What follows belongs to an exercise in optimizing a design on an open flow for small area, a short achievable clock period and few clock cycles per item; a production flow would make more cautious choices.
The RTL was checked by simulation tests, not by an equivalence proof against the original design.
Power is estimated from default activity; no workload was simulated.

## red
Design motor_ui_core, start of the top module:
module motor_ui_core (
    input  wire        clk,
    input  wire        rst,             
    input  wire        op_valid,
    input  wire [15:0] op_word,
    output wire        op_ready,
    output reg         done,
    output reg  [15:0] result,
    output reg         refused,
    output wire [3:0]  col_drive,
    output reg  [13:0] duty_hb,
    output reg  [13:0] duty_boost,
    output reg  [13:0] duty_buck,
    output reg         pwm_out_en,
    output wire [31:0] rpm,
    output reg         running,
    output reg         vth,
    output reg  [16:0] sp_volt,
    output reg  [16:0] sp_speed,
    output reg  [16:0] sp_max,
    output reg  [1:0]  cur_row,
    output reg  [2:0]  cur_col,
    output reg  [19:0] dig_buf,         
    output reg         digit_entered
);
export LEC_CHECK = 0
export ABC_AREA = 1
export CAP_MARGIN = 20
export CORE_MARGIN = 2
export CORE_UTILIZATION = 40
export CTS_BUF_LIST = sky130_fd_sc_hd__clkbuf_16
export CTS_CLUSTER_DIAMETER = 75
export CTS_CLUSTER_SIZE = 28
export SLEW_MARGIN = 20
create_clock -name core_clock -period 10.0 [get_ports {clk}]
standard.sh (not shown) runs the stock make flow with config.mk's settings and CLKGATE_MAP_FILE= SYNTH_SCRIPT=/design/flow/synth_recipe.tcl, a recipe that flattens the netlist after the stock synthesis.
==> flow/flow/run.sh <==
#!/bin/bash
set -euo pipefail
args=()
while IFS= read -r line; do
  [[ -z "$line" || "$line" == \#* ]] && continue
  args+=("$line")
done < flow/make_args.txt
bash standard.sh "${args[@]}" finish > layout_make.log 2>&1
==> flow/flow/make_args.txt <==
SETUP_SLACK_MARGIN=6.7
BUFFER_PORTS_ARGS=-buffer_cell sky130_fd_sc_hd__buf_2
Testbench counts of red, summed over its fixed seeds: cycles 24,865, ops 24,000.
Modified inputs, blue compared to red
# red
export LEC_CHECK = 0
export ABC_AREA = 1
export CAP_MARGIN = 20
export CORE_MARGIN = 2
export CORE_UTILIZATION = 40
export CTS_BUF_LIST = sky130_fd_sc_hd__clkbuf_16
export CTS_CLUSTER_DIAMETER = 75
export CTS_CLUSTER_SIZE = 28
export SLEW_MARGIN = 20
create_clock -name core_clock -period 10.0 [get_ports {clk}]
# blue
export LEC_CHECK = 0
export ABC_AREA = 1
export CAP_MARGIN = 20
export CORE_MARGIN = 2
export CORE_UTILIZATION = 55
export CTS_BUF_LIST = sky130_fd_sc_hd__clkbuf_8
export CTS_CLUSTER_SIZE = 30
export SLEW_MARGIN = 20
create_clock -name core_clock -period 10.0 [get_ports {clk}]
==> flow/flow/make_args.txt <==
SETUP_SLACK_MARGIN=6.2
BUFFER_PORTS_ARGS=-buffer_cell sky130_fd_sc_hd__buf_2
[summary]
- blue completed; timing, DRC and antenna clean
- Per the comparison of blue with red, total power of the final layout +1.5%; critical path depth rose by 18; wire length +about 2.8%.
- Looking at global-route track usage on met1, blue sits 10 points higher than red does.
- blue vs red, cell with the biggest individual delay on the critical path: sky130_fd_sc_hd__o221ai_1 vs sky130_fd_sc_hd__dfxtp_1
> inputs changed (blue -> green)
# blue
export LEC_CHECK = 0
export ABC_AREA = 1
export CAP_MARGIN = 20
export CORE_MARGIN = 2
export CORE_UTILIZATION = 55
export CTS_BUF_LIST = sky130_fd_sc_hd__clkbuf_8
export CTS_CLUSTER_SIZE = 30
export SLEW_MARGIN = 20
create_clock -name core_clock -period 10.0 [get_ports {clk}]
# green
export LEC_CHECK = 0
export ABC_AREA = 0
export ABC_CLOCK_PERIOD_IN_PS = 3300
export CAP_MARGIN = 20
export CORE_MARGIN = 2
export CORE_UTILIZATION = 40
export CTS_BUF_LIST = sky130_fd_sc_hd__clkbuf_16
export CTS_CLUSTER_DIAMETER = 60
export CTS_CLUSTER_SIZE = 20
export SLEW_MARGIN = 20
create_clock -name core_clock -period 10.0 [get_ports {clk}]
==> flow/flow/make_args.txt <==
SETUP_SLACK_MARGIN=6.8
BUFFER_PORTS_ARGS=-buffer_cell sky130_fd_sc_hd__buf_2
- blue fits on a die that is smaller than the die of green.
- The termination of the worst setup path comes out du_r[15] in one run and du_r[7] in the other, namely in green and blue respectively.
- Going from blue to green, overall routed net length grows by 3.1%.
- Looking at proportion of synthesized chip area in sequential cells, green sits 0.54 points above blue.
Edits applied to the flow inputs when going from green to orange:
# green
export LEC_CHECK = 0
export ABC_AREA = 0
export ABC_CLOCK_PERIOD_IN_PS = 3300
export CAP_MARGIN = 20
export CORE_MARGIN = 2
export CORE_UTILIZATION = 40
export CTS_BUF_LIST = sky130_fd_sc_hd__clkbuf_16
export CTS_CLUSTER_DIAMETER = 60
export CTS_CLUSTER_SIZE = 20
export SLEW_MARGIN = 20
create_clock -name core_clock -period 10.0 [get_ports {clk}]
# orange
export LEC_CHECK = 0
export ABC_AREA = 1
export CAP_MARGIN = 20
export CORE_MARGIN = 2
export CORE_UTILIZATION = 40
export CTS_BUF_LIST = sky130_fd_sc_hd__clkbuf_16
export CTS_CLUSTER_DIAMETER = 60
export CTS_CLUSTER_SIZE = 20
export PLACE_DENSITY = 0.7
export SLEW_MARGIN = 20
create_clock -name core_clock -period 10.0 [get_ports {clk}]
## What came out
Compared with green, orange has extra setup slack.
Width of the die grows slightly when moving from green to orange.
Changes observed in orange relative to green: wire length of the first global-routing pass decreased about 4.7%, net switching share of the total power decreased 2.2 points, total of clock buffers placed in the layout decreased 4.
Modified inputs, purple compared to orange
# orange
export LEC_CHECK = 0
export ABC_AREA = 1
export CAP_MARGIN = 20
export CORE_MARGIN = 2
export CORE_UTILIZATION = 40
export CTS_BUF_LIST = sky130_fd_sc_hd__clkbuf_16
export CTS_CLUSTER_DIAMETER = 60
export CTS_CLUSTER_SIZE = 20
export PLACE_DENSITY = 0.7
export SLEW_MARGIN = 20
create_clock -name core_clock -period 10.0 [get_ports {clk}]
# purple
export LEC_CHECK = 0
export ABC_AREA = 1
export CAP_MARGIN = 20
export CORE_MARGIN = 2
export CORE_UTILIZATION = 40
export CTS_BUF_LIST = sky130_fd_sc_hd__clkbuf_8
export CTS_CLUSTER_SIZE = 30
export SLEW_MARGIN = 20
create_clock -name core_clock -period 10.0 [get_ports {clk}]
==> flow/flow/make_args.txt <==
SETUP_SLACK_MARGIN=6.45
BUFFER_PORTS_ARGS=-buffer_cell sky130_fd_sc_hd__buf_2
[compare] base=orange new=purple: clock-buffer cell count picked up an extra 150%, leakage power summed over all cells picked up an extra 0.23 nW, total of cells resized after clock tree synthesis lost 67.
Compared to orange, purple has sequential fraction of design power 1.8 points lower.
purple ends up with a hold slack that is 6.8 ps lower than in orange.
Against orange as the reference, purple delivers a higher part of the cycle the worst path needs.
Relative to orange, post-layout instance count excluding filler cells has increased by 80 in purple.
Relative to orange, the area growth from synthesis to final layout of purple is lower by 0.78 points.
orange reports its worst setup path endpoint as sp_volt[6] while purple reports sp_volt[3].

-- separate check: timing with driven ports --
In the flow no input, the clock included, has a driving cell. The finished layouts below were timed again as built, in two steps. Step 1 assumes that a clkbuf_16 drives the clock port and a buf_2 every other input. Step 2 moves the port delays by t, midway between the first and last clock arrival at a register: inputs arrive t later, outputs are due t later. That takes back most of the time a late clock gives input paths. Slacks: ideal / step 1 / step 2; pairs: ideal / step 1.
run | shift t [ns] | setup WS [ns] | hold slack, ns | clock arrival spread, ns | worst register clock-pin slew, ns
red | 0.621 | 6.730 / 6.670 / 6.276 | 0.462 / 0.462 / 0.462 | 0.044 / 0.043 | 0.10 / 0.10
blue | 0.712 | 6.391 / 6.391 / 6.315 | 0.460 / 0.460 / 0.460 | 0.040 / 0.040 | 0.07 / 0.07
green | 0.653 | 6.417 / 6.417 / 6.384 | 0.450 / 0.450 / 0.450 | 0.051 / 0.051 | 0.09 / 0.09
orange | 0.633 | 6.816 / 6.756 / 6.306 | 0.460 / 0.460 / 0.460 | 0.037 / 0.036 | 0.08 / 0.08
purple | 0.720 | 6.604 / 6.546 / 6.376 | 0.453 / 0.453 / 0.453 | 0.041 / 0.041 | 0.07 / 0.07
After both steps setup and hold are still met in every run listed. The setup slack of orange, which loses most, moves by -0.060 ns with the drivers and by -0.510 ns with both steps.
